Background: an optimization exercise with open tools, aiming at small area, a short achievable clock period and few clock cycles per item. Do not read the settings as production practice.
Only simulation tests tie the RTL to the original design; equivalence was not proved.
Power is estimated from default activity; no workload was simulated.

$ cat flow/design.v
module chi_bf (
    input  wire         clk,
    input  wire         rst,           
    input  wire         cmd_valid,
    output wire         cmd_ready,
    input  wire         cmd_setup,     
    input  wire         cmd_dec,       
    input  wire [447:0] cmd_key,       
    input  wire [5:0]   cmd_keylen,    
    input  wire [63:0]  cmd_block,     
    output wire         out_valid,
    output wire [63:0]  out_block,
    output wire [31:0]  sb_raddr,      
    input  wire [127:0] sb_rdata,      
    output wire         sb_init,       
    output wire         sb_we,
    output wire [1:0]   sb_wtab,
    output wire [6:0]   sb_widx,       
    output wire [63:0]  sb_wdata       
);
    localparam [31:0] P_INIT0  = 32'h243F6A88;
    localparam [31:0] P_INIT17 = 32'h8979FB1B;
    function [31:0] p_init_ring;
        input [3:0] i;
        begin
            case (i)
                4'd0:  p_init_ring = 32'h85A308D3;
                4'd1:  p_init_ring = 32'h13198A2E;
                4'd2:  p_init_ring = 32'h03707344;
                4'd3:  p_init_ring = 32'hA4093822;
                4'd4:  p_init_ring = 32'h299F31D0;
                4'd5:  p_init_ring = 32'h082EFA98;
                4'd6:  p_init_ring = 32'hEC4E6C89;
                4'd7:  p_init_ring = 32'h452821E6;
                4'd8:  p_init_ring = 32'h38D01377;
                4'd9:  p_init_ring = 32'hBE5466CF;
                4'd10: p_init_ring = 32'h34E90C6C;
                4'd11: p_init_ring = 32'hC0AC29B7;
                4'd12: p_init_ring = 32'hC97C50DD;
                4'd13: p_init_ring = 32'h3F84D5B5;
                4'd14: p_init_ring = 32'hB5470917;
                default: p_init_ring = 32'h9216D5D9;
            endcase
        end
    endfunction
    function [5:0] kstep;
        input [5:0] v;
        input [5:0] n;
        reg   [6:0] s;
        begin
            s = {1'b0, v} + 7'd4;
            kstep = (s >= {1'b0, n}) ? (s - {1'b0, n}) : s[5:0];
        end
    endfunction
    localparam [2:0] M_IDLE = 3'd0,
                     M_KEY  = 3'd1,
                     M_BLK  = 3'd2,
                     M_SCH  = 3'd3,
                     M_WB   = 3'd4;
    reg [3:0]   ph;          
    reg [511:0] ring;        
    reg [31:0]  pa, pb;      
    reg [31:0]  x;           
    reg [31:0]  r;
    reg         dec;
    reg [2:0]   mode;
    reg         stall;       
    reg [9:0]   ks;          
    reg [6:0]   kc;          
    reg [5:0]   kidx;        
    reg         pend;        
    reg         pend_setup;  
    reg         we_last;     
    reg [8:0]   wl;          
    wire c15 = (ph == 4'd15);
    wire c0  = (ph == 4'd0);
    wire [31:0] s0 = sb_rdata[31:0];
    wire [31:0] s1 = sb_rdata[63:32];
    wire [31:0] s2 = sb_rdata[95:64];
    wire [31:0] s3 = sb_rdata[127:96];
    wire [31:0] f  = ((s0 + s1) ^ s2) + s3;
    reg [31:0] kdec;
    always @(*) begin
        case (ph[2:0])
            3'd0: kdec = ring[32*15 +: 32];
            3'd1: kdec = ring[32*13 +: 32];
            3'd2: kdec = ring[32*11 +: 32];
            3'd3: kdec = ring[32*9  +: 32];
            3'd4: kdec = ring[32*7  +: 32];
            3'd5: kdec = ring[32*5  +: 32];
            3'd6: kdec = ring[32*3  +: 32];
            default: kdec = ring[32*1 +: 32];
        endcase
    end
    wire [31:0] rkey = dec ? kdec : ring[31:0];
    wire [31:0] fx   = r ^ rkey ^ f;                  
    wire [31:0] lw   = x ^ (dec ? pb : pa);           
    wire busy     = (mode == M_BLK || mode == M_SCH) && !stall;
    wire sch_last = (mode == M_SCH) && (ks == 10'd520);
    wire free15   = c15 && (mode == M_IDLE || (!stall && (mode == M_BLK || sch_last)));
    wire key_done = (mode == M_KEY) && (kc == 7'd127);
    assign cmd_ready = (free15 && pend && !pend_setup) || key_done;
    wire acc_blk   = free15 && pend && !pend_setup && cmd_valid;
    wire start_key = free15 && pend && pend_setup;
    reg [7:0] xb;
    always @(*) begin
        case (wl[8:7])
            2'd0: xb = x[31:24];
            2'd1: xb = x[23:16];
            2'd2: xb = x[15:8];
            default: xb = x[7:0];
        endcase
    end
    wire hz = busy && c0 && we_last && (xb[7:1] == wl[6:0]);
    wire [9:0] sidx = ks - 10'd9;
    assign sb_we    = (mode == M_SCH) && !stall && c15 && (ks >= 10'd9);
    assign sb_wtab  = sidx[8:7];
    assign sb_widx  = sidx[6:0];
    assign sb_wdata = {lw, fx};
    assign sb_init  = (mode == M_KEY) && (kc == 7'd0);
    assign out_valid = (mode == M_BLK) && !stall && c15;
    assign out_block = {lw, fx};
    reg [31:0] nx;
    always @(*) begin
        if (mode == M_KEY)
            nx = key_done ? pb : 32'd0;
        else if (busy && !c15)
            nx = hz ? x : fx;
        else if (busy && c15 && mode == M_SCH && !sch_last)
            nx = (ks < 10'd9) ? lw : (lw ^ pb);
        else if (acc_blk)
            nx = cmd_block[63:32] ^ (cmd_dec ? pa : pb);
        else if (mode == M_WB && c15)
            nx = x ^ pb;
        else
            nx = x;
    end
    assign sb_raddr = {nx[7:0], nx[15:8], nx[23:16], nx[31:24]};
    wire [1:0]  lane = kc[6:5];
    wire [4:0]  kcl  = kc[4:0];
    wire [7:0]  kb   = cmd_key[{kidx, 3'b000} +: 8];
    wire [31:0] kmask = {kb, 24'd0} >> {lane, 3'b000};
    wire [4:0] kw = {1'b0, ph} + 5'd1;
    reg        rwr;
    reg [31:0] rwd;
    reg        bwr;
    reg [31:0] bwd;
    always @(*) begin
        rwr = 1'b0;
        rwd = x;
        bwr = 1'b0;
        bwd = x;
        if (mode == M_KEY) begin
            rwr = (kcl[4] == 1'b0);
            rwd = ((lane == 2'd0) ? p_init_ring(ph) : ring[31:0]) ^ kmask;
            if (kc == 7'd0) begin
                bwr = 1'b1;
                bwd = P_INIT0 ^ {cmd_key[7:0], cmd_key[15:8], cmd_key[23:16], cmd_key[31:24]};
            end else if (kcl == 5'd17) begin
                bwr = 1'b1;
                bwd = ((lane == 2'd0) ? P_INIT17 : pa) ^ kmask;
            end
        end else if (mode == M_WB) begin
            if (kw == {ks[3:0], 1'b0}) begin
                rwr = 1'b1;
                rwd = x;
            end else if (kw == {ks[3:0], 1'b1}) begin
                rwr = 1'b1;
                rwd = r;
            end
            if (ks[3:0] == 4'd0 && c0) begin
                bwr = 1'b1;
                bwd = x;
            end else if (ks[3:0] == 4'd8 && ph == 4'd1) begin
                bwr = 1'b1;
                bwd = r;
            end
        end
    end
    always @(posedge clk) begin
        ring <= {(rwr ? rwd : ring[31:0]), ring[511:32]};
        pa   <= pb;
        pb   <= bwr ? bwd : pa;
        x    <= nx;
        wl   <= sidx[8:0];
        if (mode == M_KEY)
            r <= 32'd0;
        else if (busy && !c15)
            r <= hz ? r : x;
        else if (busy && c15 && mode == M_SCH && !sch_last)
            r <= fx;
        else if (acc_blk)
            r <= cmd_block[31:0];
        if (acc_blk)
            dec <= cmd_dec;
        else if (key_done)
            dec <= 1'b0;
        if (start_key)
            kidx <= kstep(6'd0, cmd_keylen);
        else if (mode == M_KEY) begin
            if (kcl == 5'd31)
                kidx <= kstep({4'd0, lane + 2'd1}, cmd_keylen);
            else if (kcl[4] == 1'b0 || kcl == 5'd17)
                kidx <= kstep(kidx, cmd_keylen);
        end
        if (start_key)
            kc <= 7'd0;
        else
            kc <= kc + 7'd1;
        if (key_done)
            ks <= 10'd0;
        else if ((mode == M_WB && c15) ||
                 (busy && c15 && mode == M_SCH && ks >= 10'd9 && !sch_last))
            ks <= ks + 10'd1;
        if (rst) begin
            ph         <= 4'd0;
            mode       <= M_IDLE;
            stall      <= 1'b0;
            pend       <= 1'b0;
            pend_setup <= 1'b0;
            we_last    <= 1'b0;
        end else begin
            ph         <= ph + 4'd1;
            pend       <= cmd_valid && !cmd_ready;
            pend_setup <= cmd_setup;
            we_last    <= sb_we;
            if (hz)
                stall <= 1'b1;
            else if (c15)
                stall <= 1'b0;
            if (key_done)
                mode <= M_SCH;
            else if (mode == M_WB && c15)
                mode <= M_SCH;
            else if (busy && c15 && mode == M_SCH && !sch_last)
                mode <= (ks < 10'd9) ? M_WB : M_SCH;
            else if (free15)
                mode <= acc_blk ? M_BLK : (start_key ? M_KEY : M_IDLE);
        end
    end
endmodule
$ cat flow/run.sh
#!/bin/bash
# synth_recipe.tcl (not shown) runs the flow's synth.tcl, then flattens the netlist and writes it again
# the make line also repeats each setting of config.mk as NAME=value (left out here)
make -C /OpenROAD-flow-scripts/flow DESIGN_CONFIG=/design/flow/config.mk WORK_HOME=/design/flow/orfs CLKGATE_MAP_FILE= SYNTH_SCRIPT=/design/flow/synth_recipe.tcl finish
$ cat flow/config.mk
export PLATFORM = sky130hd
export DESIGN_NAME = chi_bf
export DESIGN_NICKNAME = chi_bf
export VERILOG_FILES = /design/flow/design.v
export SDC_FILE = /design/flow/constraint.sdc
export NUM_CORES = 4
export LEC_CHECK = 0
export CAP_MARGIN = 20
export CORE_MARGIN = 2
export CORE_UTILIZATION = 30
export SLEW_MARGIN = 20
$ cat flow/constraint.sdc
create_clock -name core_clock -period 12.0 [get_ports {clk}]
set_input_delay 2.4000 -clock core_clock [delete_from_list [all_inputs] [get_ports {clk}]]
set_output_delay 2.4000 -clock core_clock [all_outputs]
set_load 0.01 [all_outputs]
==> flow_metrics.env <==
export IMPL_cp_start_kind="primary input"
export IMPL_critPathRequiredTime_ns=9.60
export IMPL_stdcell_count=5739
export IMPL_synth_edf_count=7
export IMPL_die_w_um=344.9
export IMPL_wl_per_cell_um=29.56
export IMPL_finalWeightedCongestion=0.9897
export IMPL_clk_root_buffer_cell="clkbuf_16"
export IMPL_row_count=125
export IMPL_core_area_sq_um=115700
export IMPL_initial_utilization_pct=30.12
export IMPL_synth_area_sq_um=34860
export IMPL_crit_type="in -> out"
export IMPL_track_usage_pct=27.51
export IMPL_via_count=31470
export IMPL_drive_above_1_share_pct=9.981
export IMPL_final_common_cell="clkdlybuf4s50_1"
export IMPL_rsz0062_at_grt="no"
export IMPL_fin_nets=4895
export IMPL_vdd_ir_drop_max_uv=111.0
export IMPL_syn_nets=4240
export IMPL_syn_to_final_growth_pct=34.05
export IMPL_synth_seq_cells=716
export IMPL_post_cts_setup_buffers=0
export IMPL_first_global_vias=30030
export IMPL_p_per_area_nw_per_um2=167.7
export IMPL_setup_violations=0
export IMPL_finalCritPeriodShare_pct=91.92
export IMPL_ys_warn_count=1
export IMPL_relSlewSlack_pct=17.82
export IMPL_yosysUniqueCellTypes=85
export IMPL_ctsResizeCount=0
export IMPL_finalSetupTns_ns=0
export IMPL_grt_start_max_net_pins=114
export IMPL_skew_ns=0.03300
export IMPL_die_y_um=344.9
export IMPL_synthArstFlopShare_pct=0
export IMPL_antenna_found_initial=25
export IMPL_drt_wl_total_um=169600
export IMPL_clockBufferDepth=3
export IMPL_outcome="finished clean"
export IMPL_cts_max_level=3
export IMPL_p_leak_uw=0.01776
export IMPL_max_freq_mhz=90.66
export IMPL_hpwlAfterDp_um=133300
export IMPL_worstHoldPathType="reg -> reg"
export IMPL_p_total_uw=7836
export IMPL_crit_fanout=7
export IMPL_hold_violations=0
export IMPL_grt_overflow=0
export IMPL_numClockSinks=716
export IMPL_worst_slew_pin_slew_ns=1.233
export IMPL_drtPass1Iterations=6
export IMPL_ctsHoldBuffers=0
export IMPL_cp_arrival_ns=8.63
export IMPL_cts_tree="done"
export IMPL_place_inst=5587
export IMPL_seq_area_frac_synth_pct=41.31
export IMPL_synth_flop_cell="dfxtp_1"
export IMPL_clk_pin_slew_ns=0.06
export IMPL_io_pins=824
export IMPL_vias_per_cell=5.484
export IMPL_final_cell_mix="clkdlybuf4s50_1, dfxtp_1, nand2_1"
export IMPL_maxCapViolCount=0
export IMPL_clock_latency_ns=0.65
export IMPL_cts_buffers=75
export IMPL_netlist_instances=3486
export IMPL_dr_first_iter_drc_count=3699
export IMPL_fin_area_sq_um=46740
export IMPL_antenna_left=0
export IMPL_grt_pass1_wl_um=231700
export IMPL_drv_slew=0
export IMPL_min_period_ns=11.03
export IMPL_cp_end_kind="primary output"
export IMPL_drcViolationCount=0
export IMPL_avgSynthCellArea_sq_um=10.00
export IMPL_place_port_buffers=823
export IMPL_die_area_sq_um=119000
export IMPL_postPlaceCellArea_sq_um=44080
## where the power goes
group          internal [uW]  total, uW  switching (uW)
combinational           1260       2750            1490
sequential              2470       2660             185
clock                   1400       2420            1030
total                   5140       7840            2700
## cells in the mapped netlist, types with 25 or more instances
cell type / instances / area share, %
nor3_1: 29 / 0.42
a21o_1: 40 / 0.86
o211ai_1: 43 / 0.93
dfxtp_1: 709 / 41
a21oi_1: 229 / 3.3
nand3_1: 46 / 0.66
mux4_2: 139 / 9.0
a31oi_1: 33 / 0.59
ha_1: 99 / 3.6
o22ai_1: 25 / 0.45
mux2_2: 40 / 1.3
mux2i_1: 195 / 5.6
buf_4: 78 / 1.7
a22oi_1: 44 / 0.95
buf_1: 25 / 0.27
o21ai_0: 184 / 2.6
o221ai_1: 29 / 0.73
inv_1: 67 / 0.72
nor2_1: 211 / 2.3
nand2_1: 301 / 3.2
clkbuf_1: 174 / 1.9
buf_2: 31 / 0.45
a222oi_1: 29 / 0.83
xor2_1: 118 / 3.0
xnor2_1: 248 / 6.2
a211oi_1: 29 / 0.62
a221oi_1: 47 / 1.2
## critical path, stage by stage
cell	delay, ns
clkdlybuf4s50_1	0.41
ha_1	0.24
inv_1	0.08
fa_1	0.20
nor2b_1	0.07
o211ai_1	0.19
a21oi_1	0.13
o22a_1	0.25
o31ai_1	0.49
o21ai_0	0.24
nand3_1	0.13
nand2_1	0.09
a21o_1	0.20
a21oi_1	0.17
xnor2_1	0.15
ha_1	0.33
a21oi_1	0.22
nor3b_1	0.24
o221ai_1	0.25
a41o_1	0.33
a21oi_1	0.15
a21oi_1	0.07
xnor2_1	0.60
nor2_1	0.09
nor3_1	0.29
clkdlybuf4s50_1	0.62
## flip-flops by register name, summed over array words and instances, names as in the netlist, 7 cells and up, named ones only
register  flops
ks           10
x            32
wl            9
ring        512
kc            7
r            32
pb           32
pa           32
## kinds of logic (layout without fill, tap and decap cells)
family / after synthesis / count (layout) / synth area share, %
XOR/XNOR: 366 / 366 / 9.195
buffers and inverters: 385 / 1097 / 5.168
adder cells (fa/ha/maj): 103 / 103 / 3.783
flip-flops: 716 / 716 / 41.31
AND/OR/NAND/NOR: 704 / 704 / 8.940
other: 0 / 17 / 0
multiplexers: 374 / 374 / 15.87
AO/OA/AOI/OAI: 838 / 838 / 15.73
## per-layer routing
metal	vias up	routed length (um)	track usage [%]
li1	13880	-	-
met1	15520	68730	35.94
met2	1754	77870	43.71
met3	314	14990	6.206
met4	8	8002	11.47
met5	-	43	0
## area by class of cell
type,instances,area (sq um)
clock inverters,31,369.1
repair buffers,891,8788
flip-flops and latches,716,14410
clock buffers,103,2213
fillers,11310,69000
well taps,1524,1907
diodes,17,42.54
inverters,72,270.3
multi-input cells,2385,18740
## metrics by stage
stage | hold WS (ns) | worst slack, ns | util, %
2_1_floorplan | 0.3096 | 2.883 | -
3_3_place_gp | 0.3096 | 1.165 | 38.08
3_5_place_dp | 0.3121 | 1.059 | 38.09
4_1_cts | 0.3157 | 1.035 | 40.32
5_1_grt | 0.3151 | 0.4642 | 40.36
6_report | 0.3138 | 0.9696 | 40.38
## worst paths after layout
kind / endpoint / start / slack [ns] / depth (start not counted)
max: sb_raddr[7] / sb_rdata[0] / 0.97 / 26
min: ring[291] / ring[323] / 0.31 / 0
max reg2reg: x[28] / ks[3] / 6.94 / 9
min reg2reg: ring[291] / ring[323] / 0.31 / 0
Testbench counts, summed over its fixed seeds: cycles 153,344, blocks 3,072.

## afterwards: timing with drivers on the ports
In the flow no input, the clock included, has a driving cell. The finished layout below was timed again as built, in two steps.
Step 1 assumes that a clkbuf_16 drives the clock port and a buf_2 every other input.
Step 2 moves the port delays by t, midway between the first and last clock arrival at a register: inputs arrive t later, outputs are due t later. That takes back most of the time a late clock gives input paths.
Slacks: ideal / step 1 / step 2; pairs: ideal / step 1.
t, ns: 0.700
setup slack, ns: 0.970 / 0.948 / 0.948
latest minus earliest clock arrival (ns): 0.037 / 0.037
worst data-port slew with drivers (ns): 0.27
After both steps this run still meets setup and hold. For this run, drivers alone change the setup slack by -0.022 ns; drivers and shift together by -0.022 ns.
